This is an optimization exercise on Yosys and OpenROAD, whose aim is small area, a short achievable clock period and few clock cycles, not a production implementation. RTL that was checked went through simulation tests only; none was proved equivalent to the original. For runs 1 to 3 and 6, only the layout was checked, not whether the RTL still works. Power is estimated from default activity; no workload was simulated.

[design.v]
module rx_framer #(
    parameter CAP         = 128,         
    parameter IDX_W       = 7,           
    parameter MAX_PAYLOAD = 48,          
    parameter STG_AW      = 6            
) (
    input  wire             clk,
    input  wire             rst,           
    input  wire             init,          
    input  wire             rx_valid,      
    input  wire [7:0]       rx_data,
    input  wire             cfg_valid,     
    input  wire [7:0]       cfg_max_type,
    input  wire [1:0]       cfg_sel,       
    output wire [7:0]       val_type,      
    output wire [7:0]       val_len,
    input  wire             val_ok,
    output wire             disp_valid,    
    input  wire             disp_ready,
    output wire [1:0]       disp_tag,
    output wire [7:0]       disp_type,
    output wire [7:0]       disp_len,
    input  wire [STG_AW-1:0] stg_raddr,    
    output wire [7:0]       stg_rdata,
    output wire [IDX_W-1:0] rx_count,      
    output wire [15:0]      overflow_count,
    output wire             rx_fault,
    output wire             configured
);
    localparam [7:0] START1 = 8'hA5;
    localparam [7:0] START2 = 8'h5A;
    localparam [2:0] S_AWAIT1 = 3'd0,
                     S_AWAIT2 = 3'd1,
                     S_TYPE   = 3'd2,
                     S_SEQ    = 3'd3,
                     S_LEN    = 3'd4,
                     S_PAY    = 3'd5,
                     S_CKH    = 3'd6,
                     S_CKL    = 3'd7;
    function [15:0] crc16_update;
        input [15:0] c;
        input [7:0]  b;
        integer k;
        reg [15:0] x;
        begin
            x = c ^ {b, 8'h00};
            for (k = 0; k < 8; k = k + 1)
                x = x[15] ? ((x << 1) ^ 16'h1021) : (x << 1);
            crc16_update = x;
        end
    endfunction
    reg [7:0]       ring [0:CAP-1];
    reg [7:0]       stg  [0:MAX_PAYLOAD-1];
    reg [IDX_W-1:0] head, tail, cursor;
    reg [IDX_W-1:0] count;          
    reg [15:0]      ovf_cnt;
    reg             fault;
    reg             spec_lost;
    reg [2:0]       pstate;
    reg             disp_pend;      
    reg [7:0]       packet_type, sequence_number;
    reg [5:0]       payload_length;
    reg [5:0]       pidx;           
    reg [15:0]      running_checksum;
    reg             hi_ok;          
    reg [2:0]       sh_state;
    reg [7:0]       sh_type, sh_seq;
    reg [IDX_W-1:0] sh_pos;         
    reg [7:0]       b_r;
    reg             b_valid;
    reg [IDX_W-1:0] rdptr;
    reg             cfg_done;
    reg [7:0]       max_packet_type;
    reg [1:0]       sel;
    wire [7:0]       b       = b_r;        
    wire             avail   = b_valid;
    wire             in_spec = pstate[2] & (pstate[1] | pstate[0]);
    wire             step_ok = cfg_done & ((pstate != S_AWAIT1) | ~disp_pend | disp_ready);
    wire             b_is_s1 = (b == START1);
    wire             b_is_s2 = (b == START2);
    wire             b_le_mt = (b <= max_packet_type);
    wire             abort    = step_ok & in_spec & spec_lost;
    wire             stepping = step_ok & avail & ~(in_spec & spec_lost);
    wire             sh_adv   = stepping & in_spec;
    wire             len_ok   = (b <= MAX_PAYLOAD) && val_ok;
    wire             match    = hi_ok && (b == running_checksum[7:0]);
    wire             is_ckl   = (pstate == S_CKL);
    wire             jump_sh  = stepping & is_ckl & ~match & (sh_state == S_LEN);
    wire             commit   = stepping & (~in_spec | (is_ckl & ~jump_sh));
    wire             keep     = ~commit & ~jump_sh;
    wire [IDX_W-1:0] tail_1   = tail + 1'b1;
    wire [IDX_W-1:0] head_1   = head + 1'b1;
    wire [IDX_W-1:0] cursor_1 = cursor + 1'b1;
    wire [IDX_W-1:0] sh_pos_1 = sh_pos + 1'b1;
    wire             ovf      = rx_valid & ((keep & (tail_1 == head)) | (jump_sh & (tail_1 == sh_pos)));
    reg [IDX_W-1:0] n_head, n_cursor, n_tail;
    reg [2:0]       n_pstate, n_sh_state;
    reg [7:0]       n_type, n_seq, n_sh_type, n_sh_seq;
    reg [5:0]       n_plen, n_pidx;
    reg [15:0]      n_run, n_ovf;
    reg [IDX_W-1:0] n_sh_pos;
    reg             n_spec_lost, n_fault, n_hi_ok, n_disp_pend;
    reg             stg_we;
    always @* begin
        n_pstate    = pstate;
        n_type      = packet_type;
        n_seq       = sequence_number;
        n_plen      = payload_length;
        n_pidx      = pidx;
        n_run       = running_checksum;
        n_hi_ok     = hi_ok;
        n_disp_pend = disp_pend & ~disp_ready;
        n_sh_state  = sh_state;
        n_sh_type   = sh_type;
        n_sh_seq    = sh_seq;
        n_sh_pos    = sh_pos;
        stg_we      = 1'b0;
        if (sh_adv) begin
            case (sh_state)
                S_AWAIT1: n_sh_state = b_is_s1 ? S_AWAIT2 : S_AWAIT1;
                S_AWAIT2: n_sh_state = b_is_s2 ? S_TYPE : b_is_s1 ? S_AWAIT2 : S_AWAIT1;
                S_TYPE: begin
                    if (b_le_mt) begin
                        n_sh_type  = b;
                        n_sh_state = S_SEQ;
                    end else begin
                        n_sh_state = b_is_s1 ? S_AWAIT2 : S_AWAIT1;
                    end
                end
                S_SEQ: begin
                    n_sh_seq   = b;
                    n_sh_state = S_LEN;
                    n_sh_pos   = cursor + 1'b1;
                end
                default: ;               
            endcase
        end
        if (stepping) begin
            case (pstate)
                S_AWAIT1: n_pstate = b_is_s1 ? S_AWAIT2 : S_AWAIT1;
                S_AWAIT2: n_pstate = b_is_s2 ? S_TYPE : b_is_s1 ? S_AWAIT2 : S_AWAIT1;
                S_TYPE: begin
                    if (b_le_mt) begin
                        n_type   = b;
                        n_pstate = S_SEQ;
                    end else begin
                        n_pstate = b_is_s1 ? S_AWAIT2 : S_AWAIT1;
                    end
                end
                S_SEQ: begin
                    n_seq    = b;
                    n_pstate = S_LEN;
                end
                S_LEN: begin
                    if (len_ok) begin
                        n_plen      = b[5:0];
                        n_pidx      = 6'd0;
                        n_run       = crc16_update(crc16_update(crc16_update(16'hFFFF,
                                          packet_type), sequence_number), b);
                        n_pstate    = (b == 8'd0) ? S_CKH : S_PAY;
                        n_sh_state  = S_AWAIT1;    
                    end else if (sequence_number == START1 && b_is_s2) begin
                        n_pstate = S_TYPE;
                    end else begin
                        n_pstate = b_is_s1 ? S_AWAIT2 : S_AWAIT1;
                    end
                end
                S_PAY: begin
                    stg_we = 1'b1;
                    n_pidx = pidx + 6'd1;
                    n_run  = crc16_update(running_checksum, b);
                    if (pidx + 6'd1 == payload_length)
                        n_pstate = S_CKH;
                end
                S_CKH: begin
                    n_hi_ok  = (b == running_checksum[15:8]);
                    n_pstate = S_CKL;
                end
                default: begin       
                    if (match) begin
                        n_pstate    = S_AWAIT1;
                        n_disp_pend = 1'b1;
                    end else begin
                        n_pstate = n_sh_state;
                        n_type   = n_sh_type;
                        n_seq    = n_sh_seq;
                    end
                end
            endcase
        end else if (abort) begin
            n_pstate = S_AWAIT1;
        end
    end
    always @* begin
        if (commit) begin
            n_head   = cursor_1;
            n_cursor = cursor_1;
        end else if (jump_sh) begin
            n_head   = ovf ? sh_pos_1 : sh_pos;
            n_cursor = n_head;
        end else begin
            n_head   = ovf ? head_1 : head;
            if (abort)
                n_cursor = n_head;
            else if (stepping || (ovf && cursor == head))
                n_cursor = cursor_1;
            else
                n_cursor = cursor;
        end
        n_tail      = rx_valid ? tail_1 : tail;
        n_ovf       = ovf ? ovf_cnt + 16'd1 : ovf_cnt;
        n_fault     = fault | ovf;
        n_spec_lost = ovf | (spec_lost & ~abort & ~(stepping & (pstate == S_LEN) & len_ok));
    end
    wire [IDX_W-1:0] occ_c    = tail - cursor_1;
    wire [IDX_W-1:0] occ_s    = tail - sh_pos;
    wire [IDX_W-1:0] occ_base = commit ? occ_c : jump_sh ? occ_s : count;
    wire [IDX_W-1:0] n_count  = ovf ? {IDX_W{1'b1}} : occ_base + {{(IDX_W-1){1'b0}}, rx_valid};
    wire             seq_step = stepping & ~jump_sh;
    wire             idle     = ~stepping & ~abort & ~(ovf & (cursor == head));
    wire             at_tail  = (rdptr == tail);
    wire [127:0]     rd_sel   = 128'd1 << rdptr;
    wire [1023:0]    ring_flat;
    genvar           gr;
    generate for (gr = 0; gr < CAP; gr = gr + 1) begin : g_rf
        assign ring_flat[8*gr +: 8] = ring[gr];
    end endgenerate
    wire [7:0]       ring_q;
    rx_framer_rd128 u_rd (.sel(rd_sel), .d(ring_flat), .q(ring_q));
    wire [7:0]       f_byte   = at_tail ? rx_data : ring_q;
    wire             f_valid  = ~at_tail | rx_valid;
    reg  [7:0]       n_b_r;
    reg              n_b_valid;
    reg  [IDX_W-1:0] n_rdptr;
    always @* begin
        n_b_r     = b_r;
        n_b_valid = b_valid;
        n_rdptr   = rdptr;
        if (seq_step || (idle && !b_valid)) begin
            n_b_r     = f_byte;
            n_b_valid = f_valid;
            n_rdptr   = f_valid ? rdptr + 1'b1 : rdptr;
        end else if (!idle || jump_sh) begin
            n_b_valid = 1'b0;
            n_rdptr   = n_cursor;
        end
    end
    always @(posedge clk) begin
        if (rst || init) begin
            head              <= {IDX_W{1'b0}};
            count             <= {IDX_W{1'b0}};
            tail              <= {IDX_W{1'b0}};
            cursor            <= {IDX_W{1'b0}};
            ovf_cnt           <= 16'd0;
            fault             <= 1'b0;
            spec_lost         <= 1'b0;
            pstate            <= S_AWAIT1;
            disp_pend         <= 1'b0;
            packet_type       <= 8'd0;
            sequence_number   <= 8'd0;
            payload_length    <= 6'd0;
            pidx              <= 6'd0;
            running_checksum  <= 16'd0;
            hi_ok             <= 1'b0;
            sh_state          <= S_AWAIT1;
            sh_type           <= 8'd0;
            sh_seq            <= 8'd0;
            sh_pos            <= {IDX_W{1'b0}};
            b_r               <= 8'd0;
            b_valid           <= 1'b0;
            rdptr             <= {IDX_W{1'b0}};
        end else begin
            head              <= n_head;
            count             <= n_count;
            tail              <= n_tail;
            cursor            <= n_cursor;
            ovf_cnt           <= n_ovf;
            fault             <= n_fault;
            spec_lost         <= n_spec_lost;
            pstate            <= n_pstate;
            disp_pend         <= n_disp_pend;
            packet_type       <= n_type;
            sequence_number   <= n_seq;
            payload_length    <= n_plen;
            pidx              <= n_pidx;
            running_checksum  <= n_run;
            hi_ok             <= n_hi_ok;
            sh_state          <= n_sh_state;
            sh_type           <= n_sh_type;
            sh_seq            <= n_sh_seq;
            sh_pos            <= n_sh_pos;
            b_r               <= n_b_r;
            b_valid           <= n_b_valid;
            rdptr             <= n_rdptr;
        end
    end
    always @(posedge clk) begin
        if (rst) begin
            cfg_done        <= 1'b0;
            max_packet_type <= 8'd0;
            sel             <= 2'd0;
        end else if (cfg_valid && !init) begin
            cfg_done        <= 1'b1;
            max_packet_type <= cfg_max_type;
            sel             <= cfg_sel;
        end
    end
    always @(posedge clk) begin
        if (!rst && !init && rx_valid)
            ring[tail] <= rx_data;
    end
    always @(posedge clk) begin
        if (!rst && !init && stg_we)
            stg[pidx] <= b;
    end
    wire [15:0] stg_row = 16'd1 << stg_raddr[3:0];
    wire [2:0]  stg_grp = {stg_raddr[5], ~stg_raddr[5] & stg_raddr[4], ~stg_raddr[5] & ~stg_raddr[4]};
    wire [7:0]  stg_n0, stg_n1, stg_n2;
    rx_framer_stg16 u_stg0 (.row(stg_row), .grp(stg_grp[0]),
        .d({stg[15], stg[14], stg[13], stg[12], stg[11], stg[10], stg[9],  stg[8],
            stg[7],  stg[6],  stg[5],  stg[4],  stg[3],  stg[2],  stg[1],  stg[0]}),
        .q_n(stg_n0));
    rx_framer_stg16 u_stg1 (.row(stg_row), .grp(stg_grp[1]),
        .d({stg[31], stg[30], stg[29], stg[28], stg[27], stg[26], stg[25], stg[24],
            stg[23], stg[22], stg[21], stg[20], stg[19], stg[18], stg[17], stg[16]}),
        .q_n(stg_n1));
    rx_framer_stg16 u_stg2 (.row(stg_row), .grp(stg_grp[2]),
        .d({stg[47], stg[46], stg[45], stg[44], stg[43], stg[42], stg[41], stg[40],
            stg[39], stg[38], stg[37], stg[36], stg[35], stg[34], stg[33], stg[32]}),
        .q_n(stg_n2));
    wire [7:0] stg_q = ~(stg_n0 & stg_n1 & stg_n2);
    assign val_type       = packet_type;
    assign val_len        = b;
    assign disp_valid     = disp_pend;
    assign disp_tag       = sel;
    assign disp_type      = packet_type;
    assign disp_len       = {2'b00, payload_length};
    assign stg_rdata      = stg_q;
    assign rx_count       = count;
    assign overflow_count = ovf_cnt;
    assign rx_fault       = fault;
    assign configured     = cfg_done;
endmodule
module rx_framer_stg16 (
    input  wire [15:0]  row,
    input  wire         grp,
    input  wire [127:0] d,
    output wire [7:0]   q_n
);
    reg [7:0] q;
    integer i;
    always @* begin
        q = 8'h00;
        for (i = 0; i < 16; i = i + 1)
            q = q | ({8{row[i]}} & d[8*i +: 8]);
    end
    assign q_n = ~({8{grp}} & q);
endmodule
module rx_framer_rd128 (
    input  wire [127:0]  sel,
    input  wire [1023:0] d,
    output reg  [7:0]    q
);
    integer i;
    always @* begin
        q = 8'h00;
        for (i = 0; i < 128; i = i + 1)
            q = q | ({8{sel[i]}} & d[8*i +: 8]);
    end
endmodule
[run.sh]
#!/bin/bash
# synth_recipe.tcl (not shown) runs the flow's synth.tcl, then flattens the netlist and writes it again
# the make line also repeats each setting of config.mk as NAME=value (left out here)
make -C /OpenROAD-flow-scripts/flow DESIGN_CONFIG=/design/flow/config.mk WORK_HOME=/design/flow/orfs CLKGATE_MAP_FILE= SYNTH_SCRIPT=/design/flow/synth_recipe.tcl finish
[config.mk]
export PLATFORM = sky130hd
export DESIGN_NAME = rx_framer
export DESIGN_NICKNAME = rx_framer
export VERILOG_FILES = /design/flow/design.v
export SDC_FILE = /design/flow/constraint.sdc
export NUM_CORES = 4
export LEC_CHECK = 0
export CAP_MARGIN = 20
export CORE_MARGIN = 2
export CORE_UTILIZATION = 40
export SETUP_SLACK_MARGIN = 3.9
export SLEW_MARGIN = 20
export SYNTH_HIERARCHICAL = 1
export SYNTH_MINIMUM_KEEP_SIZE = 0
[constraint.sdc]
create_clock -name core_clock -period 8.5 [get_ports {clk}]
set_input_delay 1.7000 -clock core_clock [delete_from_list [all_inputs] [get_ports {clk}]]
set_output_delay 1.7000 -clock core_clock [all_outputs]
set_load 0.01 [all_outputs]
==> reports/results.tsv, run 1 <==
metric	value	unit
fin_ws	3460	ps
overflow	0	
dr.pass1.iters	6	
fmax	0.198	GHz
rsz0062_at_grt	true	
clock_latency	820	ps
drive_gt1_frac	0.123	
viasPerCell	5.93	
cts.sinks	1556	
path_class	input port to output port	
wl	171000	microns
critPathMaxStageDelay	250	ps
first_global_vias	36400	
die_w	397	microns
ys.flop_type	edfxtp_1	
pre_cts_ws	1960	ps
start_kind	input port	
setup_violations	0	
crit_family	compound AO/OA/AOI/OAI gates	
required	6800	ps
gp_congestion	0.919	
synth.cells.most_frequent	edfxtp_1, nor2_1, a22oi_1	
relSlewSlack	0.155	
status	finished clean	
hpwlAfterDp	109000	microns
synth.area.top_cells	edfxtp_1, dfxtp_1, a22oi_1	
nNetsFinal	4279	
p_per_area	226	mW/mm^2
wl_per_cell	26.8	microns
h-tree-depth	4	
power.leakage	0.0219	uW
cap_violations	0	
timing.final.hold_violations	0	
dieHeight	397	microns
dp.cells	6051	
grt_usage	0.212	
synth_edf_count	1408	
final_cells	6390	
cts_buffer_depth	3	
synthesis.area	0.0618	sq mm
fillCellCount	13300	
yosys.area.top_type_share	0.684	
yosys_warnings	9	
ys_seq_elements	1556	
synth.distinct_cells	84	
vias	37900	
syn_area_per_cell	14.9	sq um
cp_num_buf_inv	3	
post-route-period-util	0.593	
ir_worst_vdd	0.000207	V
drtIter0Drc	4699	
finalSetupTns	0	ps
clkSlewWorstSetupHoldPaths	60	ps
cpMaxStageDelayCell	a22o_2	
root_buffer	clkbuf_16	
netlist_instances	4148	
skew	58.1	ps
core_area	0.154	sq mm
pin_count	99	
period_minus_slack	5040	ps
grt_max_degree	88	
postCtsHoldBufs	0	
synth_top_cell_by_area	edfxtp_1	
synth-async-reset-ratio	0	
synth_most_common_cell	edfxtp_1	
worstMarginPinSlew	1260	ps
drc	0	
cts_made_buffers	162	
crit_fanout	7	
fp.dieArea	0.158	sq mm
power.total	16000	uW
start_util	0.402	
antenna_found_initial	3	
port_buffers	96	
yosysSeqAreaShare	0.732	
cts_tree	built	
fp-row-count	144	
arrival	3340	ps
final_antenna_net_count	0	
grt_pass1_wl	249000	microns
path_cells	buf_12, nand2b_4, buf_4, nor2_2, a22o_2, a221oi_2, nand3_1, o21ai_2, nand3_2, buf_2	
min_path_type	flop to flop	
endpoint_kind	output port	
drv_slew	0	
area_delta_synth_final	14.6	%
cell families after synthesis:
family	share of synthesized area
AOI/OAI and AO/OA	0.127
xor gates and xnor gates	0.0256
adders and majority gates	0.00753
buffers and inverters	0.0251
DFF	0.732
muxes	0.00682
other	0.0000606
and+or+nand+nor	0.0765
area by class of cell:
| cell class | count | area [sq um] | area share |
|---|---|---|---|
| tap | 2044 | 2560 | 0.0361 |
| antenna | 1 | 2.50 | 0.0000353 |
| sequential | 1556 | 45300 | 0.639 |
| inverter | 33 | 124 | 0.00175 |
| clock buffer | 210 | 4310 | 0.0608 |
| clock inverter | 87 | 1030 | 0.0146 |
| multi-input combinational | 2269 | 15700 | 0.222 |
| timing repair buffer | 190 | 1860 | 0.0262 |
per-module statistics from Yosys (local to each module, per instance):
module | cells inside | flops+latches
rx_framer_stg16 | 104 | 0
rx_framer | 3076 | 1556
rx_framer_rd128 | 760 | 0
sequential cells by signal, summed over array words and instances, names as in the netlist, 7 cells and up:
name / cells
packet_type: 8
sh_pos: 7
b_r: 8
sh_seq: 8
rdptr: 7
count: 7
max_packet_type: 8
tail: 7
ring: 1024
sh_type: 8
running_checksum: 16
stg: 384
cursor: 7
head: 7
sequence_number: 8
ovf_cnt: 16
tightest hold or removal path, cell delays in order (launching register included):
cell,delay [ps]
dfxtp_1,300
nand2_1,50
a21oi_1,50
cells in the final DEF (no fill, tap or decap), types with 12 or more instances in the layout:
cell	count
a211oi_1	43
a21oi_1	82
a221oi_1	167
a221oi_2	59
a22o_1	218
a22oi_1	254
and3_1	12
buf_12	13
buf_4	79
buf_6	15
bufinv_16	14
clkbuf_1	43
clkbuf_16	164
clkdlybuf4s50_1	76
clkinv_1	26
clkinv_2	26
dfxtp_1	140
edfxtp_1	1408
ha_1	34
inv_1	33
mux2i_1	41
nand2_1	169
nand2b_1	13
nand3_1	119
nand3_2	16
nand4_1	94
nor2_1	452
nor2_2	18
nor2b_1	13
nor3_1	34
nor4_1	15
o21ai_0	30
o21ai_2	19
xnor2_1	110
xor2_1	69
power by group:
| group | internal (uW) | total, uW | leakage [uW] | switching, uW |
|---|---|---|---|---|
| combinational | 179 | 572 | 0.00567 | 393 |
| clock | 4050 | 7060 | 0.00258 | 3010 |
| sequential | 8360 | 8400 | 0.0137 | 39.3 |
per-layer routing:
| layer | GRT usage | vias up | part of all wire |
|---|---|---|---|
| met5 | 0 | - | 0.00017 |
| met4 | 0.0810 | 4 | 0.035 |
| met3 | 0.0402 | 310 | 0.085 |
| met2 | 0.327 | 1879 | 0.46 |
| met1 | 0.300 | 19200 | 0.42 |
| li1 | - | 16500 | - |
per-stage QoR:
| stage | hold slack, ps | area, sq um | utilization |
|---|---|---|---|
| 2_1_floorplan | 430 | 61800 | - |
| 6_report | 453 | 70800 | 0.460 |
| 3_3_place_gp | 443 | 64400 | 0.419 |
| 5_1_grt | 470 | 70800 | 0.460 |
| 4_1_cts | 456 | 70500 | 0.458 |
| 3_5_place_dp | 447 | 64400 | 0.419 |
final timing paths:
check             cells after the start         start  slack, ps           end
hold / removal                        2        sel[0]        450        sel[0]
setup / recovery                     10  stg_raddr[3]       3460  stg_rdata[3]
setup reg to reg                     11      rdptr[2]       3940        b_r[2]
hold reg to reg                       2        sel[0]        450        sel[0]
what timing repair did:
item | CTS | global route
setup endpoints to repair | 16 | 152
setup buffers | 22 | 8
cloned | 8 | 1
gates resized for setup | 158 | 57
pin swaps | 49 | 36
==> run 2: changes to the inputs <==
--- a/design.v
+++ b/design.v
@@ -315,18 +315,24 @@
     end
-    wire [15:0] stg_row = 16'd1 << stg_raddr[3:0];
-    wire [2:0]  stg_grp = {stg_raddr[5], ~stg_raddr[5] & stg_raddr[4], ~stg_raddr[5] & ~stg_raddr[4]};
-    wire [7:0]  stg_n0, stg_n1, stg_n2;
-    rx_framer_stg16 u_stg0 (.row(stg_row), .grp(stg_grp[0]),
-        .d({stg[15], stg[14], stg[13], stg[12], stg[11], stg[10], stg[9],  stg[8],
-            stg[7],  stg[6],  stg[5],  stg[4],  stg[3],  stg[2],  stg[1],  stg[0]}),
-        .q_n(stg_n0));
-    rx_framer_stg16 u_stg1 (.row(stg_row), .grp(stg_grp[1]),
-        .d({stg[31], stg[30], stg[29], stg[28], stg[27], stg[26], stg[25], stg[24],
-            stg[23], stg[22], stg[21], stg[20], stg[19], stg[18], stg[17], stg[16]}),
-        .q_n(stg_n1));
-    rx_framer_stg16 u_stg2 (.row(stg_row), .grp(stg_grp[2]),
-        .d({stg[47], stg[46], stg[45], stg[44], stg[43], stg[42], stg[41], stg[40],
-            stg[39], stg[38], stg[37], stg[36], stg[35], stg[34], stg[33], stg[32]}),
-        .q_n(stg_n2));
-    wire [7:0] stg_q = ~(stg_n0 & stg_n1 & stg_n2);
+    wire [MAX_PAYLOAD-1:0] stg_sel;
+    genvar gs;
+    rx_framer_stgdec u_dec (.a(stg_raddr), .sel(stg_sel));
+    wire [7:0] stg_t1 [0:23];
+    wire [7:0] stg_t2 [0:5];
+    wire [7:0] stg_t3 [0:2];
+    wire [7:0] stg_q;
+    genvar gb;
+    generate for (gs = 0; gs < 24; gs = gs + 1) begin : g_s1
+        for (gb = 0; gb < 8; gb = gb + 1) begin : g_b
+            rx_framer_aoi22 u (.a(stg_sel[2*gs]), .da(stg[2*gs][gb]), .b(stg_sel[2*gs+1]),
+                               .db(stg[2*gs+1][gb]), .y(stg_t1[gs][gb]));
+        end
+    end endgenerate
+    generate for (gs = 0; gs < 6; gs = gs + 1) begin : g_s2
+        rx_framer_nand48 u (.a(stg_t1[4*gs]), .b(stg_t1[4*gs+1]), .c(stg_t1[4*gs+2]), .d(stg_t1[4*gs+3]),
+                           .y(stg_t2[gs]));
+    end endgenerate
+    generate for (gs = 0; gs < 3; gs = gs + 1) begin : g_s3
+        rx_framer_nor28 u (.a(stg_t2[2*gs]), .b(stg_t2[2*gs+1]), .y(stg_t3[gs]));
+    end endgenerate
+    rx_framer_nand38 u_s4 (.a(stg_t3[0]), .b(stg_t3[1]), .c(stg_t3[2]), .y(stg_q));
     assign val_type       = packet_type;
@@ -343,16 +349,28 @@
 endmodule
-module rx_framer_stg16 (
-    input  wire [15:0]  row,
-    input  wire         grp,
-    input  wire [127:0] d,
-    output wire [7:0]   q_n
+module rx_framer_aoi22 (
+    input  wire a,
+    input  wire da,
+    input  wire b,
+    input  wire db,
+    output wire y
 );
-    reg [7:0] q;
-    integer i;
-    always @* begin
-        q = 8'h00;
-        for (i = 0; i < 16; i = i + 1)
-            q = q | ({8{row[i]}} & d[8*i +: 8]);
-    end
-    assign q_n = ~({8{grp}} & q);
+    assign y = ~((a & da) | (b & db));
+endmodule
+module rx_framer_nand48 (
+    input  wire [7:0] a, b, c, d,
+    output wire [7:0] y
+);
+    assign y = ~(a & b & c & d);
+endmodule
+module rx_framer_nor28 (
+    input  wire [7:0] a, b,
+    output wire [7:0] y
+);
+    assign y = ~(a | b);
+endmodule
+module rx_framer_nand38 (
+    input  wire [7:0] a, b, c,
+    output wire [7:0] y
+);
+    assign y = ~(a & b & c);
 endmodule
@@ -370 +388,43 @@
 endmodule
+module rx_framer_stgdec (
+    input  wire [5:0]  a,
+    output wire [47:0] sel
+);
+    wire [5:0]  an;
+    wire [3:0]  lo_n;
+    wire [11:0] hi_n;
+    genvar i;
+    generate for (i = 0; i < 6; i = i + 1) begin : g_i
+        rx_framer_inv1 u (.a(a[i]), .y(an[i]));
+    end endgenerate
+    generate for (i = 0; i < 4; i = i + 1) begin : g_lo
+        rx_framer_nand2 u (.a(((i / 2) % 2) ? a[1] : an[1]), .b((i % 2) ? a[0] : an[0]), .y(lo_n[i]));
+    end endgenerate
+    generate for (i = 0; i < 12; i = i + 1) begin : g_hi
+        if (i < 8) begin : g_a
+            rx_framer_nand4 u (.a(an[5]), .b(((i / 4) % 2) ? a[4] : an[4]), .c(((i / 2) % 2) ? a[3] : an[3]),
+                               .d((i % 2) ? a[2] : an[2]), .y(hi_n[i]));
+        end else begin : g_b
+            rx_framer_nand3 u (.a(a[5]), .b(((i / 2) % 2) ? a[3] : an[3]), .c((i % 2) ? a[2] : an[2]),
+                               .y(hi_n[i]));
+        end
+    end endgenerate
+    generate for (i = 0; i < 48; i = i + 1) begin : g_s
+        rx_framer_nor2 u (.a(hi_n[i/4]), .b(lo_n[i%4]), .y(sel[i]));
+    end endgenerate
+endmodule
+module rx_framer_inv1 (input wire a, output wire y);
+    assign y = ~a;
+endmodule
+module rx_framer_nand2 (input wire a, input wire b, output wire y);
+    assign y = ~(a & b);
+endmodule
+module rx_framer_nand3 (input wire a, input wire b, input wire c, output wire y);
+    assign y = ~(a & b & c);
+endmodule
+module rx_framer_nand4 (input wire a, input wire b, input wire c, input wire d, output wire y);
+    assign y = ~(a & b & c & d);
+endmodule
+module rx_framer_nor2 (input wire a, input wire b, output wire y);
+    assign y = ~(a | b);
+endmodule
--- a/config.mk
+++ b/config.mk
@@ -10,3 +10,3 @@
 export CORE_UTILIZATION = 40
-export SETUP_SLACK_MARGIN = 3.9
+export SETUP_SLACK_MARGIN = 4.1
 export SLEW_MARGIN = 20
==> run 2 against run 1 <==
Compared with the run above:
- still clean
- die area rose by 1.0%
- via count hardly changed
- clock skew down 27 ps
- combinational power is 15% higher
- global-route usage increased by 0.45 points
- routed wire length grew 2.4%
- worst setup slack better by 63 ps
- count of clock-buffer cells in the layout fell by 13
- largest power group unchanged
==> reports/results.tsv, run 2 <==
metric	value	unit
fillCellCount	13400	
die_w	399	microns
endpoint_kind	output port	
area_delta_synth_final	15.1	%
clkSlewWorstSetupHoldPaths	50	ps
min_path_type	flop to flop	
finalSetupTns	0	ps
viasPerCell	5.89	
nNetsFinal	4308	
drtIter0Drc	4667	
synth_edf_count	1408	
cts.sinks	1556	
rsz0062_at_grt	true	
r2r-start	rdptr[4]	
r2r_setup_slack	4130	ps
cts_tree	built	
synth_most_common_cell	edfxtp_1	
first_global_vias	36800	
hold_end	sh_seq[5]	
antenna_found_initial	4	
multi_input_area	0.0169	sq mm
port_buffers	96	
yosys.area.top_type_share	0.677	
period_minus_slack	4980	ps
final_cell_mix	edfxtp_1, nor2_1, a22oi_2	
grt_max_degree	77	
layout_commonest_cell	edfxtp_1	
vias	37900	
cts_made_buffers	161	
yosysSeqAreaShare	0.724	
h-tree-depth	4	
synth.distinct_cells	83	
drive_gt1_frac	0.174	
ys.flop_type	edfxtp_1	
worstMarginPinSlew	1250	ps
pin_count	99	
ir_worst_vdd	0.000220	V
p_per_area	224	mW/mm^2
post-route-period-util	0.586	
synth-async-reset-ratio	0	
worst_r2r_path_depth	11	
whs_path_depth	2	
netlist_instances	4152	
clock_latency	800	ps
postCtsHoldBufs	0	
gp_congestion	0.886	
required	6800	ps
timing.final.hold_violations	0	
synthesis.area	0.0625	sq mm
core_area	0.156	sq mm
fp.dieArea	0.159	sq mm
fp-row-count	145	
regMostFlops	ring	
dr.pass1.iters	6	
setup_violations	0	
yosys_warnings	8	
cap_violations	0	
drc	0	
status	finished clean	
seqCellArea	0.0453	sq mm
ys_seq_elements	1556	
skew	31.0	ps
synth_top_cell_by_area	edfxtp_1	
wl_per_cell	27.3	microns
syn_area_per_cell	15.0	sq um
start_util	0.401	
reg2reg_to	b_r[0]	
cts_buffer_depth	3	
start_kind	input port	
path_class	input port to output port	
grt_usage	0.217	
final_cells	6429	
synth.cells.most_frequent	edfxtp_1, nor2_1, a22oi_2	
fmax	0.201	GHz
hp-start	sh_seq[5]	
drv_slew	0	
reg_top3	ring (1024), stg (384)	
power.leakage	0.0221	uW
hpwlAfterDp	111000	microns
relSlewSlack	0.166	
grt_pass1_wl	255000	microns
crit_fanout	8	
overflow	0	
wl	175000	microns
final_antenna_net_count	0	
dieHeight	399	microns
root_buffer	clkbuf_16	
arrival	3280	ps
synth.area.top_cells	edfxtp_1, dfxtp_1, a22oi_2	
dp.cells	6098	
largest_reg_flops	1024	
==> run 2: cell type report <==
cell class | instances | share of cell area
inverter | 48 | 0.00271
timing repair buffer | 181 | 0.0240
antenna | 1 | 0.0000348
clock inverter | 95 | 0.0135
sequential | 1556 | 0.629
clock buffer | 197 | 0.0599
multi-input combinational | 2293 | 0.235
tap | 2058 | 0.0358
==> run 2: per-stage QoR <==
step	instance area [sq um]	setup slack [ps]	power, uW	hold WS [ps]	util
final	71900	3520	16100	450	0.462
after global routing	71900	3470	16600	478	0.462
after CTS	71700	3600	16200	455	0.460
after detailed placement	65600	2180	9170	447	0.421
after global placement	65600	2220	9160	442	0.421
after floorplan	62800	3960	8840	430	-
==> run 2: worst max-delay path, cell delays in order <==
cell        delay, ps
buf_12             80
clkinvlp_4        140
nand4_1           200
buf_12            150
nor2_4             70
a22oi_2           220
nand4_1           160
nor2_2            240
nand3_2           150
buf_6             150
==> run 2: Yosys stat by module (local to each module, per instance), a selection <==
module | flip-flops and latches | cells inside
rx_framer_nand4 | 0 | 1
rx_framer_inv1 | 0 | 1
rx_framer_rd128 | 0 | 760
rx_framer_nor2 | 0 | 1
rx_framer_nand48 | 0 | 8
rx_framer_nand2 | 0 | 1
rx_framer_nor28 | 0 | 8
==> run 2: timing repair <==
action,4_1_cts,5_1_grt
endpoints found under the setup margin,367,416
pin swaps,67,31
buffers inserted,33,1
cloned,4,0
hold endpoints to repair,0,0
resized for setup,186,71
==> run 2: worst max-delay path by stage <==
| stage | slack [ps] | to | from | depth (start not counted) |
|---|---|---|---|---|
| 5_1_grt | 3470 | stg_rdata[4] | stg_raddr[5] | 11 |
| 4_1_cts | 3600 | stg_rdata[7] | stg_raddr[5] | 11 |
| 3_5_place_dp | 2180 | stg_rdata[3] | stg_raddr[1] | 9 |
| 3_3_place_gp | 2220 | stg_rdata[6] | stg_raddr[0] | 9 |
| 6_report | 3520 | stg_rdata[1] | stg_raddr[5] | 10 |
| 2_1_floorplan | 3960 | stg_rdata[6] | stg_raddr[1] | 7 |
==> run 2: kinds of logic after synthesis <==
kind of cell | share of synthesized area
adders and majority gates | 0.00745
AOI/OAI and AO/OA | 0.132
and+or+nand+nor | 0.0808
DFF | 0.724
buffers and inverters | 0.0219
other | 0.0000600
muxes | 0.00771
xor gates and xnor gates | 0.0256
==> run 2: power by group <==
group	leakage [uW]	switching [uW]	total (uW)	internal [uW]
registers	0.0141	22.6	8390	8370
logic	0.00538	473	657	184
clock network	0.00258	2960	7080	4130
==> run 2: layer usage <==
metal	up-vias	track usage	routed length, microns
met5	-	0	60
met4	8	0.0699	5130
met3	295	0.0417	13900
met2	1681	0.342	82100
met1	19300	0.303	74200
li1	16600	-	-
==> run 3: changes to the inputs <==
--- a/config.mk
+++ b/config.mk
@@ -9,3 +9,3 @@
 export CORE_MARGIN = 2
-export CORE_UTILIZATION = 40
+export CORE_UTILIZATION = 55
 export SETUP_SLACK_MARGIN = 4.1
==> run 3 against run 2 <==
Compared with the run above:
- clock power shrank 4.9%
- global-route usage grew 7.7 points
- total power down 2.3%
- routed wire length is 2.6% lower
- sequential share of layout area rose by 0.97 points
- cell count fell by 8.9%
- critical endpoint is now stg_rdata[4]
- largest power group unchanged
==> reports/results.tsv, run 3 <==
metric	value	unit
first_global_vias	36500	
antenna_found_initial	0	
fmax	0.199	GHz
cts_buffer_depth	3	
worst_r2r_path_depth	10	
relSlewSlack	0.257	
crit_fanout	8	
p_per_area	223	mW/mm^2
synth.distinct_cells	83	
hpwlAfterDp	109000	microns
overflow	0	
ys_seq_elements	1556	
yosys.area.top_type_share	0.677	
grt_pass1_wl	250000	microns
critPathMaxStageDelay	240	ps
cts_tree	built	
final_antenna_net_count	0	
port_buffers	96	
post-route-period-util	0.590	
largest_reg_flops	1024	
wl_per_cell	29.2	microns
syn_area_per_cell	15.0	sq um
drive_gt1_frac	0.169	
fillCellCount	8309	
power.leakage	0.0219	uW
period_minus_slack	5010	ps
yosys_warnings	8	
ys.flop_type	edfxtp_1	
required	6800	ps
pin_count	99	
ir_worst_vdd	0.000208	V
wl	171000	microns
fp.dieArea	0.116	sq mm
cts_made_buffers	159	
die_w	341	microns
pre_cts_ws	2130	ps
synth_edf_count	1408	
fp-row-count	123	
rsz0062_at_grt	true	
grt_max_degree	92	
dieHeight	341	microns
cts.sinks	1556	
final_cell_mix	edfxtp_1, nor2_1, a22oi_2	
cpMaxStageDelayCell	nor2_4	
drv_slew	0	
nNetsFinal	4302	
synth-async-reset-ratio	0	
endpoint_kind	output port	
reg2reg_to	b_r[2]	
area_delta_synth_final	13.4	%
start_kind	input port	
crit_family	simple AND/OR/NAND/NOR gates	
start_util	0.555	
regMostFlops	ring	
crit_end	stg_rdata[4]	
arrival	3310	ps
cp_common_cell	buf_12	
yosysSeqAreaShare	0.724	
synthesis.area	0.0625	sq mm
clock_latency	790	ps
status	finished clean	
h-tree-depth	4	
synth_top_cell_by_area	edfxtp_1	
setup_violations	0	
min_path_type	flop to flop	
netlist_instances	4152	
synth.area.top_cells	edfxtp_1, dfxtp_1, a22oi_2	
hp-start	sh_seq[3]	
skew	31.2	ps
diodes	0	
clkSlewWorstSetupHoldPaths	50	ps
cp_num_buf_inv	5	
fin_ws	3490	ps
r2r-start	rdptr[2]	
worstMarginPinSlew	1110	ps
reg_top3	ring (1024), stg (384)	
synth.cells.most_frequent	edfxtp_1, nor2_1, a22oi_2	
timing.final.hold_violations	0	
core_area	0.113	sq mm
viasPerCell	6.37	
cap_violations	0	
drtIter0Drc	4076	
path_class	input port to output port	
final_util	0.629	
path_cells	buf_12, clkinvlp_4, nand4_1, buf_12, nor2_4, buf_12, a22oi_2, nand4_1, nor2_4, nand3_2, buf_6	
grt_usage	0.294	
drc	0	
dr.pass1.iters	6	
path_depth	11	
timing.hold.ws	452	ps
r2r_setup_slack	4220	ps
layout_commonest_cell	edfxtp_1	
vias	37300	
synth_most_common_cell	edfxtp_1	
finalSetupTns	0	ps
startpoint	stg_raddr[5]	
root_buffer	clkbuf_16	
gp_congestion	0.907	
==> run 3: cell counts after synthesis <==
Identical to the previous run, type by type.
==> run 3: cell families (layout without fill, tap and decap cells) <==
group           count (synthesis)  in the layout  share of synthesized area
compound gates                935            935                      0.132
xor+xnor                      178            178                     0.0256
fa+ha+maj                      36             36                    0.00745
buf+inv                       308            513                     0.0219
flops                        1556           1556                      0.724
mux                            48             48                    0.00771
other cells                     1              2                  0.0000600
simple gates                 1090           1091                     0.0808
==> run 3: power by group <==
| part | switching [uW] | internal, uW |
|---|---|---|
| registers | 29.9 | 8370 |
| logic | 446 | 184 |
| clock network | 2900 | 3840 |
==> run 3: metal layers <==
metal	part of all wire	up-vias	wire length, microns	GRT usage
met5	0	-	0	0
met4	0.040	0	6810	0.120
met3	0.074	311	12600	0.0495
met2	0.47	1615	80800	0.465
met1	0.41	18800	70600	0.407
li1	-	16600	-	-
==> run 3: modules after synthesis (local to each module, per instance), excerpt <==
module | area [sq um] | cells inside | flip-flops and latches | copies in the design
rx_framer_aoi22 | 12.5 | 1 | 0 | 192
rx_framer_nor2 | 3.75 | 1 | 0 | 48
rx_framer_nand38 | 40.0 | 8 | 0 | 1
rx_framer_nor28 | 30.0 | 8 | 0 | 3
rx_framer_nand4 | 6.26 | 1 | 0 | 8
rx_framer_inv1 | 3.75 | 1 | 0 | 6
rx_framer_nand2 | 3.75 | 1 | 0 | 4
rx_framer_rd128 | 5720 | 760 | 0 | 1
rx_framer_nand48 | 50.0 | 8 | 0 | 6
rx_framer | 53600 | 3050 | 1556 | 1
rx_framer_nand3 | 5.00 | 1 | 0 | 4
==> run 3: how the worst min path moves through the flow <==
stage | to | slack [ps] | depth (start not counted)
2_1_floorplan | max_packet_type[7] | 430 | 2
3_3_place_gp | sh_seq[4] | 440 | 2
3_5_place_dp | sh_seq[3] | 450 | 2
4_1_cts | sh_seq[3] | 460 | 2
5_1_grt | sh_seq[6] | 470 | 2
6_report | sh_seq[3] | 450 | 2
==> run 3: what timing repair did <==
| item | CTS | global route |
|---|---|---|
| buffers inserted | 34 | 3 |
| endpoints found under the setup margin | 324 | 582 |
| gates cloned | 1 | 0 |
| pin swaps | 49 | 0 |
| gates resized for setup | 168 | 59 |
| endpoints found under the hold margin | 0 | 0 |
| hold buffers | 0 | 0 |
==> run 3: layout make-up <==
type	instances	area [sq um]	share of cell area
clock inverter	80	699	0.00987
inverter	48	194	0.00274
tap	1500	1880	0.0265
multi-input combinational	2290	16700	0.236
timing repair buffer	180	1780	0.0252
clock buffer	205	4290	0.0605
sequential	1556	45300	0.639
==> run 3: per-stage QoR <==
stage | power (uW) | cell area [sq um] | instances
after floorplan | 8840 | 62800 | 4153
after global placement | 9150 | 64800 | 5535
after detailed placement | 9160 | 64800 | 5535
after CTS | 15800 | 70700 | 5855
after global routing | 16200 | 70800 | 5859
final | 15800 | 70800 | 5859
==> run 3: worst reg2reg max path: stages, from the launching register on <==
cell      delay (ps)
dfxtp_1          690
nor2b_1          200
nand2_1          540
nor2_1           340
a22o_1           290
a221oi_1         350
nand4_1          370
nor4_2           640
nand3_1          240
mux2i_1          330
a211oi_1         130
==> run 4: changes to the inputs <==
--- a/design.v
+++ b/design.v
@@ -102,3 +102,3 @@
     reg             n_spec_lost, n_fault, n_hi_ok, n_disp_pend;
-    reg             stg_we;
+    wire            stg_we = cfg_done & b_valid & (pstate == S_PAY) & ~spec_lost;
     always @* begin
@@ -116,3 +116,2 @@
         n_sh_pos    = sh_pos;
-        stg_we      = 1'b0;
         if (sh_adv) begin
@@ -168,3 +167,2 @@
                 S_PAY: begin
-                    stg_we = 1'b1;
                     n_pidx = pidx + 6'd1;
@@ -308,3 +306,3 @@
     always @(posedge clk) begin
-        if (!rst && !init && rx_valid)
+        if (rx_valid)
             ring[tail] <= rx_data;
@@ -312,3 +310,3 @@
     always @(posedge clk) begin
-        if (!rst && !init && stg_we)
+        if (stg_we)
             stg[pidx] <= b;
@@ -318,3 +316,2 @@
     rx_framer_stgdec u_dec (.a(stg_raddr), .sel(stg_sel));
-    wire [7:0] stg_t1 [0:23];
     wire [7:0] stg_t2 [0:5];
@@ -322,12 +319,7 @@
     wire [7:0] stg_q;
-    genvar gb;
-    generate for (gs = 0; gs < 24; gs = gs + 1) begin : g_s1
-        for (gb = 0; gb < 8; gb = gb + 1) begin : g_b
-            rx_framer_aoi22 u (.a(stg_sel[2*gs]), .da(stg[2*gs][gb]), .b(stg_sel[2*gs+1]),
-                               .db(stg[2*gs+1][gb]), .y(stg_t1[gs][gb]));
-        end
-    end endgenerate
     generate for (gs = 0; gs < 6; gs = gs + 1) begin : g_s2
-        rx_framer_nand48 u (.a(stg_t1[4*gs]), .b(stg_t1[4*gs+1]), .c(stg_t1[4*gs+2]), .d(stg_t1[4*gs+3]),
-                           .y(stg_t2[gs]));
+        rx_framer_ao8 u (.sel(stg_sel[8*gs +: 8]),
+                         .d({stg[8*gs+7], stg[8*gs+6], stg[8*gs+5], stg[8*gs+4],
+                             stg[8*gs+3], stg[8*gs+2], stg[8*gs+1], stg[8*gs]}),
+                         .y(stg_t2[gs]));
     end endgenerate
@@ -349,10 +341,13 @@
 endmodule
-module rx_framer_aoi22 (
-    input  wire a,
-    input  wire da,
-    input  wire b,
-    input  wire db,
-    output wire y
+module rx_framer_ao8 (
+    input  wire [7:0]  sel,
+    input  wire [63:0] d,
+    output reg  [7:0]  y
 );
-    assign y = ~((a & da) | (b & db));
+    integer i;
+    always @* begin
+        y = 8'h00;
+        for (i = 0; i < 8; i = i + 1)
+            y = y | ({8{sel[i]}} & d[8*i +: 8]);
+    end
 endmodule
--- a/config.mk
+++ b/config.mk
@@ -10,3 +10,3 @@
 export CORE_UTILIZATION = 55
-export SETUP_SLACK_MARGIN = 4.1
+export SETUP_SLACK_MARGIN = 4.4
 export SLEW_MARGIN = 20
==> run 4 against run 3 <==
Compared with the run above:
- register-to-register slack improved by 150 ps
- critical endpoint is now stg_rdata[6]
- design area decreased by 0.88%
- largest cell class unchanged
- still clean on timing, DRC and antenna
- critical path depth decreased by 1
- die area decreased by 0.79%
- clock skew increased by 9.9 ps
- non-clock buffer count decreased by 12
==> reports/results.tsv, run 4 <==
metric	value	unit
core_area	0.112	sq mm
skew	41.0	ps
synth_most_common_cell	edfxtp_1	
syn_area_per_cell	14.9	sq um
h-tree-depth	4	
drive_gt1_frac	0.130	
min_path_type	flop to flop	
clkSlewWorstSetupHoldPaths	50	ps
ys.flop_type	edfxtp_1	
start_util	0.552	
grt_pass1_wl	252000	microns
cap_violations	0	
grt_max_degree	84	
fmax	0.208	GHz
worstMarginPinSlew	1210	ps
cts_buffer_depth	3	
final_cells	5831	
path_class	input port to output port	
grtUsageMet1	0.416	
top_usage_layer	met2	
cts_tree	built	
postCtsHoldBufs	0	
overflow	0	
rsz0062_at_grt	true	
dp.cells	5522	
p_per_area	228	mW/mm^2
critPathMaxStageDelay	240	ps
relSlewSlack	0.194	
endpoint_kind	output port	
hpwlAfterDp	110000	microns
clockPowerShare	0.433	
nNetsFinal	4274	
diodes	0	
root_buffer	clkbuf_16	
grt_usage	0.298	
p_sw	3450	uW
clock_latency	800	ps
final_antenna_net_count	0	
vias	37600	
cp_num_buf_inv	4	
drc	0	
port_buffers	96	
area_delta_synth_final	13.3	%
fp.dieArea	0.115	sq mm
wl_per_cell	29.7	microns
synth.area.top_cells	edfxtp_1, dfxtp_1, a22oi_1	
synth_top_cell_by_area	edfxtp_1	
synth.cells.most_frequent	edfxtp_1, nor2_1, a22oi_1	
grtUsageMet3	0.0465	
synth.distinct_cells	77	
dieHeight	340	microns
setup_violations	0	
dr.pass1.iters	6	
synthesis.area	0.0620	sq mm
power_frac_seq	0.527	
required	6800	ps
yosys.area.top_type_share	0.682	
netlist_instances	4169	
fp-row-count	123	
gr-usage-met2	0.471	
cts_made_buffers	159	
gp_congestion	0.909	
arrival	3120	ps
power.leakage	0.0222	uW
yosysSeqAreaShare	0.730	
largest_reg_flops	1024	
start_kind	input port	
yosys_warnings	9	
ir_worst_vdd	0.000217	V
ys_seq_elements	1556	
crit_fanout	8	
cts.sinks	1556	
regMostFlops	ring	
timing.final.hold_violations	0	
power_frac_comb	0.040	
period_minus_slack	4820	ps
post-route-period-util	0.567	
reg_top3	ring (1024), stg (384)	
synth_edf_count	1408	
path_cells	buf_12, inv_8, nand4_1, buf_6, nor2_4, a22oi_2, nand4_1, nor2_4, nand3_2, buf_6	
layout_commonest_cell	edfxtp_1	
internal_power	12500	uW
die_w	340	microns
synth-async-reset-ratio	0	
status	finished clean	
antenna_found_initial	2	
drtIter0Drc	4611	
switching_share	0.216	
first_global_vias	36600	
final_cell_mix	edfxtp_1, nor2_1, a22oi_1	
crit_family	simple AND/OR/NAND/NOR gates	
cpMaxStageDelayCell	nor2_4	
wl	173000	microns
drv_slew	0	
pin_count	99	
finalSetupTns	0	ps
viasPerCell	6.44	
## run 4: logic make-up after synthesis
| family | count (synthesis) | synth area share |
|---|---|---|
| AOI/OAI and AO/OA | 938 | 0.119 |
| xor gates and xnor gates | 183 | 0.0263 |
| adders and majority gates | 36 | 0.00751 |
| buffers and inverters | 334 | 0.0280 |
| DFF | 1556 | 0.730 |
| muxes | 58 | 0.00937 |
| other | 1 | 0.0000605 |
| and+or+nand+nor | 1063 | 0.0794 |
## run 4: worst register-to-register path, cell delays in order, from the launching register on
cell	delay, ps
dfxtp_2	520
inv_1	230
ha_1	350
nand2_2	360
nor2_1	280
a22o_1	270
a221oi_1	380
nand4_1	380
nor4_4	490
nand3_1	240
mux2i_1	350
a211oi_1	120
## run 4: area by class of cell
type                       instances  area, sq um
timing repair buffer             168         1590
fill                            8310        42000
clock inverter                    80          931
sequential                      1556        45300
inverter                          38          188
multi-input combinational       2284        16200
clock buffer                     205         4200
tap                             1500         1880
## run 4: worst paths after layout
path	startpoint	to	slack (ps)	depth (start not counted)
max	stg_raddr[5]	stg_rdata[6]	3680	10
max reg2reg	rdptr[2]	b_r[7]	4370	11
min	sel[1]	sel[1]	460	2
min reg2reg	sel[1]	sel[1]	460	2
## run 4: Yosys stat by module (local to each module, per instance), a selection
module,area (sq um),cells inside,flip-flops and latches,copies in the design
rx_framer_rd128,5720,760,0,1
rx_framer_nand2,3.75,1,0,4
rx_framer_nor2,3.75,1,0,48
rx_framer_nand38,40.0,8,0,1
rx_framer,53600,3019,1556,1
rx_framer_inv1,3.75,1,0,6
## run 4: repair_timing
action | in CTS | in global routing
endpoints found under the setup margin | 44 | 45
pin swaps | 64 | 42
resized for setup | 323 | 53
setup buffers | 15 | 5
gates cloned | 4 | 0
## run 4: layer usage
layer  up-vias  part of all wire
li1      16500                 -
met1     19000              0.41
met2      1695              0.47
met3       372             0.072
met4         4             0.042
met5         -           0.00013
## run 4: metrics by stage
stage	hold slack [ps]	setup slack [ps]	power (uW)	cell area [sq um]	util
after global routing	487	3660	16400	70200	0.626
after floorplan	430	4200	8840	62000	-
after global placement	442	2320	9170	63600	0.567
after detailed placement	454	2280	9170	63600	0.567
final	456	3680	16000	70200	0.626
after CTS	461	3720	16100	69900	0.623
## run 4: power groups by stage
stage | clock network, uW | logic (uW) | registers [uW]
5_1_grt | 7290 | 687 | 8420
6_report | 6920 | 646 | 8420
4_1_cts | 7000 | 632 | 8420
2_1_floorplan | 0 | 256 | 8580
3_5_place_dp | 0 | 590 | 8580
3_3_place_gp | 0 | 585 | 8580
Testbench counts of run 4, summed over its fixed seeds: cycles 14,735.
==> run 5: changes to the inputs <==
--- a/config.mk
+++ b/config.mk
@@ -10,3 +10,3 @@
 export CORE_UTILIZATION = 55
-export SETUP_SLACK_MARGIN = 4.4
+export SETUP_SLACK_MARGIN = 4.1
 export SLEW_MARGIN = 20
==> run 5 against run 4 <==
Compared with the run above:
- worst setup slack got worse by 110 ps
- core utilization decreased by 0.084 points
- die area did not move
- first-iteration DRC count shrank 16%
- non-clock buffer count grew 17
- clock skew is 8.1 ps lower
- cell count rose by 0.31%
- total power shrank 0.36%
- via count about the same
- critical path type unchanged
- highest routed layer is now met4
==> reports/results.tsv, run 5 <==
metric	value	unit
core_area	0.112	sq mm
area_delta_synth_final	13.1	%
cap_violations	0	
antenna_found_initial	0	
ir_worst_vdd	0.000234	V
port_buffers	96	
crit_fanout	6	
diodes	0	
drive_gt1_frac	0.125	
timing.final.hold_violations	0	
relSlewSlack	0.254	
wl_per_cell	29.3	microns
syn_area_per_cell	14.9	sq um
die_w	340	microns
drtIter0Drc	3873	
cpMaxStageDelayCell	nand4_1	
fp.dieArea	0.115	sq mm
synth.distinct_cells	77	
layout_commonest_cell	edfxtp_1	
pin_count	99	
p_per_area	227	mW/mm^2
path_class	input port to output port	
regMostFlops	ring	
final_antenna_net_count	0	
drv_slew	0	
final_cell_mix	edfxtp_1, nor2_1, a22oi_1	
synth.cells.most_frequent	edfxtp_1, nor2_1, a22oi_1	
hpwlAfterDp	111000	microns
netlist_instances	4169	
yosys.area.top_type_share	0.682	
synth_most_common_cell	edfxtp_1	
status	finished clean	
postCtsHoldBufs	0	
yosysSeqAreaShare	0.730	
cts.sinks	1556	
power.leakage	0.0223	uW
yosys_warnings	9	
dieHeight	340	microns
start_kind	input port	
clock_latency	810	ps
fp-row-count	123	
synthXorXnorAreaFrac	0.0263	
nNetsFinal	4289	
worstMarginPinSlew	1120	ps
viasPerCell	6.42	
synth-adder-area-share	0.00751	
synth_top_cell_by_area	edfxtp_1	
gp_congestion	0.909	
wl	172000	microns
finalSetupTns	0	ps
clkSlewWorstSetupHoldPaths	60	ps
reg_top3	ring (1024), stg (384)	
largest_reg_flops	1024	
drc	0	
start_util	0.552	
fmax	0.203	GHz
endpoint_kind	output port	
overflow	0	
ys_seq_elements	1556	
cts_tree	built	
crit_family	simple AND/OR/NAND/NOR gates	
ys.flop_type	edfxtp_1	
h-tree-depth	4	
min_path_type	flop to flop	
vias	37600	
grt_pass1_wl	250000	microns
skew	33.0	ps
first_global_vias	36400	
synth_compound_area_frac	0.119	
period_minus_slack	4930	ps
setup_violations	0	
synth.area.top_cells	edfxtp_1, dfxtp_1, a22oi_1	
grt_usage	0.296	
pre_cts_ws	2200	ps
synthMuxAreaShare	0.00937	
rsz0062_at_grt	true	
required	6800	ps
cp_num_buf_inv	5	
critPathMaxStageDelay	200	ps
synthesis.area	0.0620	sq mm
synthSimpleGateAreaFrac	0.0794	
path_cells	buf_12, clkinvlp_4, buf_6, nand2_8, nor2_4, buf_6, a22oi_2, nand4_1, nor2_4, nand3_2, buf_6	
post-route-period-util	0.580	
fin_ws	3570	ps
synth_top_family_by_area	compound AO/OA/AOI/OAI gates	
synth_edf_count	1408	
cts_buffer_depth	3	
grt_max_degree	86	
synth-async-reset-ratio	0	
root_buffer	clkbuf_16	
cts_made_buffers	158	
fillCellCount	8343	
arrival	3230	ps
dr.pass1.iters	6	
cp_common_cell	buf_6	
run 5: cells by family after synthesis:
logic type,count (synthesis)
buffers and inverters,334
muxes,58
and+or+nand+nor,1063
AOI/OAI and AO/OA,938
xor gates and xnor gates,183
adders and majority gates,36
DFF,1556
other,1
run 5: tightest hold or removal path: stages (launching register included):
cell and delay (ps):
dfxtp_1 310, nand2_1 50, a21oi_1 50
run 5: report_power, final:
group          internal (uW)  switching, uW
combinational            184            458
sequential              8380           35.5
clock                   3960           2920
total                  12500           3410
run 5: through the flow:
step / hold slack, ps / power [uW] / util / area [sq um] / std cells
floorplan: 430 / 8840 / - / 62000 / 4170
global placement: 442 / 9160 / 0.567 / 63600 / 5519
detailed placement: 448 / 9160 / 0.567 / 63600 / 5520
CTS: 456 / 16000 / 0.624 / 70000 / 5841
global route: 478 / 16400 / 0.625 / 70100 / 5849
finish: 455 / 15900 / 0.625 / 70100 / 5849
run 5: area by class of cell:
cell class / count / area (sq um) / share of cell area
timing repair buffer: 185 / 1770 / 0.0252
tap: 1500 / 1880 / 0.0268
clock buffer: 195 / 4250 / 0.0606
inverter: 38 / 158 / 0.00225
multi-input combinational: 2283 / 15900 / 0.227
clock inverter: 92 / 876 / 0.0125
sequential: 1556 / 45300 / 0.646
run 5: modules after synthesis (local to each module, per instance), excerpt:
| module | times used | flip-flops and latches |
|---|---|---|
| rx_framer_nor2 | 48 | 0 |
| rx_framer_inv1 | 6 | 0 |
| rx_framer_nand3 | 4 | 0 |
| rx_framer_nand4 | 8 | 0 |
| rx_framer_nand2 | 4 | 0 |
| rx_framer_rd128 | 1 | 0 |
| rx_framer_ao8 | 6 | 0 |
| rx_framer | 1 | 1556 |
| rx_framer_nand38 | 1 | 0 |
| rx_framer_nor28 | 3 | 0 |
run 5: path summary, 6_finish.rpt:
path,start,end,slack [ps],depth (start not counted)
worst max-delay path,stg_raddr[1],stg_rdata[2],3570,11
worst min-delay path,sel[1],sel[1],450,2
worst max register to register,rdptr[5],b_r[4],4120,10
worst min register to register,sel[1],sel[1],450,2
run 5: what timing repair did:
item | in CTS | in global routing
endpoints found under the setup margin | 19 | 22
endpoints found under the hold margin | 0 | 0
pin swaps | 85 | 29
setup buffers | 31 | 8
gates resized for setup | 294 | 21
cloned | 3 | 0
run 5: routing by layer:
layer	global-route usage	up-vias	part of all wire
met3	0.0484	374	0.074
met2	0.480	1748	0.48
li1	-	16500	-
met5	0	-	0
met1	0.408	18900	0.41
met4	0.110	0	0.039
==> run 6: changes to the inputs <==
--- a/design.v
+++ b/design.v
@@ -102,3 +102,3 @@
     reg             n_spec_lost, n_fault, n_hi_ok, n_disp_pend;
-    wire            stg_we = cfg_done & b_valid & (pstate == S_PAY) & ~spec_lost;
+    reg             stg_we;
     always @* begin
@@ -116,2 +116,3 @@
         n_sh_pos    = sh_pos;
+        stg_we      = 1'b0;
         if (sh_adv) begin
@@ -167,2 +168,3 @@
                 S_PAY: begin
+                    stg_we = 1'b1;
                     n_pidx = pidx + 6'd1;
@@ -219,10 +221,29 @@
     wire             at_tail  = (rdptr == tail);
-    wire [127:0]     rd_sel   = 128'd1 << rdptr;
-    wire [1023:0]    ring_flat;
-    genvar           gr;
-    generate for (gr = 0; gr < CAP; gr = gr + 1) begin : g_rf
-        assign ring_flat[8*gr +: 8] = ring[gr];
+    wire [CAP-1:0]   rd_sel;
+    rx_framer_rddec u_rddec (.a(rdptr), .sel(rd_sel));
+    wire [7:0]       rd_t1 [0:63];
+    wire [7:0]       rd_t2 [0:15];
+    wire [7:0]       rd_t3 [0:7];
+    wire [7:0]       rd_t4 [0:1];
+    wire [7:0]       ring_qn;
+    genvar           gr, grb;
+    generate for (gr = 0; gr < 64; gr = gr + 1) begin : g_r1
+        for (grb = 0; grb < 8; grb = grb + 1) begin : g_b
+            rx_framer_aoi22 u (.a(rd_sel[2*gr]), .da(ring[2*gr][grb]), .b(rd_sel[2*gr+1]),
+                               .db(ring[2*gr+1][grb]), .y(rd_t1[gr][grb]));
+        end
+    end endgenerate
+    generate for (gr = 0; gr < 16; gr = gr + 1) begin : g_r2
+        rx_framer_nand48 u (.a(rd_t1[4*gr]), .b(rd_t1[4*gr+1]), .c(rd_t1[4*gr+2]), .d(rd_t1[4*gr+3]),
+                            .y(rd_t2[gr]));
+    end endgenerate
+    generate for (gr = 0; gr < 8; gr = gr + 1) begin : g_r3
+        rx_framer_nor28 u (.a(rd_t2[2*gr]), .b(rd_t2[2*gr+1]), .y(rd_t3[gr]));
+    end endgenerate
+    generate for (gr = 0; gr < 2; gr = gr + 1) begin : g_r4
+        rx_framer_nand48 u (.a(rd_t3[4*gr]), .b(rd_t3[4*gr+1]), .c(rd_t3[4*gr+2]), .d(rd_t3[4*gr+3]),
+                            .y(rd_t4[gr]));
     end endgenerate
-    wire [7:0]       ring_q;
-    rx_framer_rd128 u_rd (.sel(rd_sel), .d(ring_flat), .q(ring_q));
+    rx_framer_nor28 u_r5 (.a(rd_t4[0]), .b(rd_t4[1]), .y(ring_qn));
+    wire [7:0]       ring_q = ~ring_qn;
     wire [7:0]       f_byte   = at_tail ? rx_data : ring_q;
@@ -316,2 +337,3 @@
     rx_framer_stgdec u_dec (.a(stg_raddr), .sel(stg_sel));
+    wire [7:0] stg_t1 [0:23];
     wire [7:0] stg_t2 [0:5];
@@ -319,7 +341,12 @@
     wire [7:0] stg_q;
+    genvar gb;
+    generate for (gs = 0; gs < 24; gs = gs + 1) begin : g_s1
+        for (gb = 0; gb < 8; gb = gb + 1) begin : g_b
+            rx_framer_aoi22 u (.a(stg_sel[2*gs]), .da(stg[2*gs][gb]), .b(stg_sel[2*gs+1]),
+                               .db(stg[2*gs+1][gb]), .y(stg_t1[gs][gb]));
+        end
+    end endgenerate
     generate for (gs = 0; gs < 6; gs = gs + 1) begin : g_s2
-        rx_framer_ao8 u (.sel(stg_sel[8*gs +: 8]),
-                         .d({stg[8*gs+7], stg[8*gs+6], stg[8*gs+5], stg[8*gs+4],
-                             stg[8*gs+3], stg[8*gs+2], stg[8*gs+1], stg[8*gs]}),
-                         .y(stg_t2[gs]));
+        rx_framer_nand48 u (.a(stg_t1[4*gs]), .b(stg_t1[4*gs+1]), .c(stg_t1[4*gs+2]), .d(stg_t1[4*gs+3]),
+                           .y(stg_t2[gs]));
     end endgenerate
@@ -341,13 +368,10 @@
 endmodule
-module rx_framer_ao8 (
-    input  wire [7:0]  sel,
-    input  wire [63:0] d,
-    output reg  [7:0]  y
+module rx_framer_aoi22 (
+    input  wire a,
+    input  wire da,
+    input  wire b,
+    input  wire db,
+    output wire y
 );
-    integer i;
-    always @* begin
-        y = 8'h00;
-        for (i = 0; i < 8; i = i + 1)
-            y = y | ({8{sel[i]}} & d[8*i +: 8]);
-    end
+    assign y = ~((a & da) | (b & db));
 endmodule
@@ -371,13 +395,25 @@
 endmodule
-module rx_framer_rd128 (
-    input  wire [127:0]  sel,
-    input  wire [1023:0] d,
-    output reg  [7:0]    q
+module rx_framer_rddec (
+    input  wire [6:0]   a,
+    output wire [127:0] sel
 );
-    integer i;
-    always @* begin
-        q = 8'h00;
-        for (i = 0; i < 128; i = i + 1)
-            q = q | ({8{sel[i]}} & d[8*i +: 8]);
-    end
+    wire [6:0]  an;
+    wire [7:0]  lo_n;
+    wire [15:0] hi_n;
+    genvar i;
+    generate for (i = 0; i < 7; i = i + 1) begin : g_i
+        rx_framer_inv1 u (.a(a[i]), .y(an[i]));
+    end endgenerate
+    generate for (i = 0; i < 8; i = i + 1) begin : g_lo
+        rx_framer_nand3 u (.a(((i / 4) % 2) ? a[2] : an[2]), .b(((i / 2) % 2) ? a[1] : an[1]),
+                           .c((i % 2) ? a[0] : an[0]), .y(lo_n[i]));
+    end endgenerate
+    generate for (i = 0; i < 16; i = i + 1) begin : g_hi
+        rx_framer_nand4 u (.a(((i / 8) % 2) ? a[6] : an[6]), .b(((i / 4) % 2) ? a[5] : an[5]),
+                           .c(((i / 2) % 2) ? a[4] : an[4]), .d((i % 2) ? a[3] : an[3]),
+                           .y(hi_n[i]));
+    end endgenerate
+    generate for (i = 0; i < 128; i = i + 1) begin : g_s
+        rx_framer_nor2 u (.a(hi_n[i/8]), .b(lo_n[i%8]), .y(sel[i]));
+    end endgenerate
 endmodule
--- a/config.mk
+++ b/config.mk
@@ -9,3 +9,3 @@
 export CORE_MARGIN = 2
-export CORE_UTILIZATION = 55
+export CORE_UTILIZATION = 40
 export SETUP_SLACK_MARGIN = 4.1
==> run 6 against run 5 <==
Compared with the run above:
- still clean
- combinational power is 5.1% lower
- clock power is 4.7% higher
- worst setup slack got worse by 120 ps
- synthesized area increased by 3.4%
- sequential cell count is the same
- maximum frequency shrank 2.3%
- hold slack gained 1.2 ps
- count of clock-buffer cells in the layout up 3
- register-to-register slack gained 100 ps
- die area increased by 42%
- first-iteration DRC count rose by 8.3%
- sequential power is essentially flat
- critical path type unchanged
- critical endpoint is now stg_rdata[5]
- largest cell class unchanged
==> reports/results.tsv, run 6 <==
metric	value	unit
status	finished clean	
required	6800	ps
synth_top_family_by_area	compound AO/OA/AOI/OAI gates	
pin_count	99	
clock_latency	800	ps
drive_gt1_frac	0.272	
synth-adder-area-share	0.00629	
post-route-period-util	0.593	
grt_pass1_wl	256000	microns
start_util	0.404	
synthesis.area	0.0641	sq mm
period_minus_slack	5040	ps
cts_made_buffers	163	
fp-row-count	146	
viasPerCell	5.76	
cap_violations	0	
final_antenna_net_count	0	
whs_path_depth	2	
cts.sinks	1556	
hold_end	max_packet_type[1]	
gp_congestion	0.901	
synthXorXnorAreaFrac	0.0245	
crit_fanout	5	
wl	175000	microns
nNetsFinal	4402	
path_class	input port to output port	
hpwlAfterDp	111000	microns
die_w	404	microns
synth_top_cell_by_area	edfxtp_1	
fillCellCount	13500	
wl_per_cell	26.7	microns
grt_usage	0.212	
power.leakage	0.0222	uW
start_kind	input port	
largest_reg_flops	1024	
power.total	16200	uW
r2r-start	rdptr[0]	
synth_most_common_cell	edfxtp_1	
min_path_type	flop to flop	
drtIter0Drc	4195	
hp-start	max_packet_type[1]	
ys.flop_type	edfxtp_1	
setup_violations	0	
antenna_found_initial	1	
synth.cells.most_frequent	edfxtp_1, a22oi_2, nor2_1	
multi_input_area	0.0188	sq mm
finalSetupTns	0	ps
synth_edf_count	1408	
port_buffers	96	
skew	52.8	ps
yosys.area.top_type_share	0.660	
root_buffer	clkbuf_16	
clkSlewWorstSetupHoldPaths	60	ps
dr.pass1.iters	5	
overflow	0	
regMostFlops	ring	
synth.distinct_cells	76	
grt_max_degree	89	
cts_buffer_depth	3	
yosys_warnings	7	
dieHeight	404	microns
drv_slew	0	
layout_commonest_cell	edfxtp_1	
rsz0062_at_grt	true	
netlist_instances	4069	
synth-async-reset-ratio	0	
cts_tree	built	
p_per_area	218	mW/mm^2
arrival	3340	ps
vias	37700	
h-tree-depth	4	
==> run 6: changes by cell type in the layout (fill, tap and decap cells not counted), sizes merged, moves of 12 or more <==
cell    delta
a21oi     +20
a211oi    -12
buf       +26
a221oi   -172
nor3      -16
a22o     -178
a22oi    +356
nor4      -21
mux2i     -19
inv       +15
nand3     -29
nor2      +54
nand4     +92
==> run 6: area by class of cell <==
class / instances / area share
clock inverters: 102 / 0.0150
repair buffers: 211 / 0.0285
inverters: 48 / 0.00252
diodes: 1 / 0.0000337
clock buffers: 198 / 0.0578
flip-flops and latches: 1556 / 0.609
well taps: 2072 / 0.0349
multi-input cells: 2360 / 0.252
==> run 6: Yosys stat by module (local to each module, per instance), excerpt <==
module,times used,flip-flops and latches
rx_framer_nor2,176,0
rx_framer_nand38,1,0
rx_framer_nand3,12,0
rx_framer_nand2,4,0
rx_framer_nor28,12,0
rx_framer_nand4,24,0
rx_framer,1,1556
rx_framer_inv1,13,0
rx_framer_nand48,24,0
rx_framer_aoi22,704,0
==> run 6: metal layers <==
layer	GRT usage	routed length (microns)	vias up
met2	0.336	82500	1357
met4	0.0545	3880	0
met3	0.0363	11900	235
met1	0.302	76500	19300
li1	-	-	16800
met5	0	0	-
==> run 6: timing repair <==
item                                   4_1_cts  5_1_grt
resized for setup                          140       19
buffers inserted                            50        2
endpoints found under the hold margin        0        0
hold buffers                                 0        0
pin swaps                                   93        9
setup endpoints to repair                   13      184
==> run 6: worst max-delay path, cell delays in order <==
cell and delay [ps]:
buf_12 90, clkinvlp_4 110, buf_6 140, nand4_1 120
buf_12 140, nor2_4 50, buf_12 130, a22oi_2 170
nand4_1 220, nor2_1 190, nand3_1 110, buf_2 160
==> run 6: worst max-delay path by stage <==
stage / from / endpoint / cells past startpoint
global placement: stg_raddr[0] / stg_rdata[4] / 9
CTS: stg_raddr[5] / stg_rdata[6] / 12
global route: stg_raddr[5] / stg_rdata[5] / 12
finish: stg_raddr[5] / stg_rdata[5] / 12
floorplan: stg_raddr[1] / stg_rdata[6] / 7
detailed placement: stg_raddr[0] / stg_rdata[4] / 9
==> run 6: cell families (layout without fill, tap and decap cells) <==
group	count (synthesis)	after routing
buf+inv	154	559
flops	1556	1556
fa+ha+maj	31	31
other cells	1	3
compound gates	962	962
simple gates	1145	1145
xor+xnor	178	178
mux	42	42
==> run 6: power by group <==
group	switching, uW	internal, uW	leakage (uW)
combinational	439	168	0.00540
sequential	40.8	8370	0.0141
clock	3010	4190	0.00264
total	3490	12700	0.0222
==> run 6: metrics by stage <==
step / utilization / hold slack, ps / std cells / worst slack [ps] / cell area, sq um
3_3_place_gp: 0.428 / 441 / 6194 / 2260 / 68000
5_1_grt: 0.468 / 477 / 6547 / 3430 / 74300
4_1_cts: 0.468 / 457 / 6545 / 3540 / 74300
3_5_place_dp: 0.428 / 449 / 6195 / 2270 / 68000
6_report: 0.468 / 456 / 6548 / 3460 / 74300
2_1_floorplan: - / 430 / 4070 / 3960 / 64400

Check on run 6: ideal ports give 3.457 ns setup slack; a clkbuf_16 on the clock port and buf_2 on the inputs give 3.381 ns; moving port delays by the midpoint clock arrival (0.861 ns) as well gives 3.278 ns.
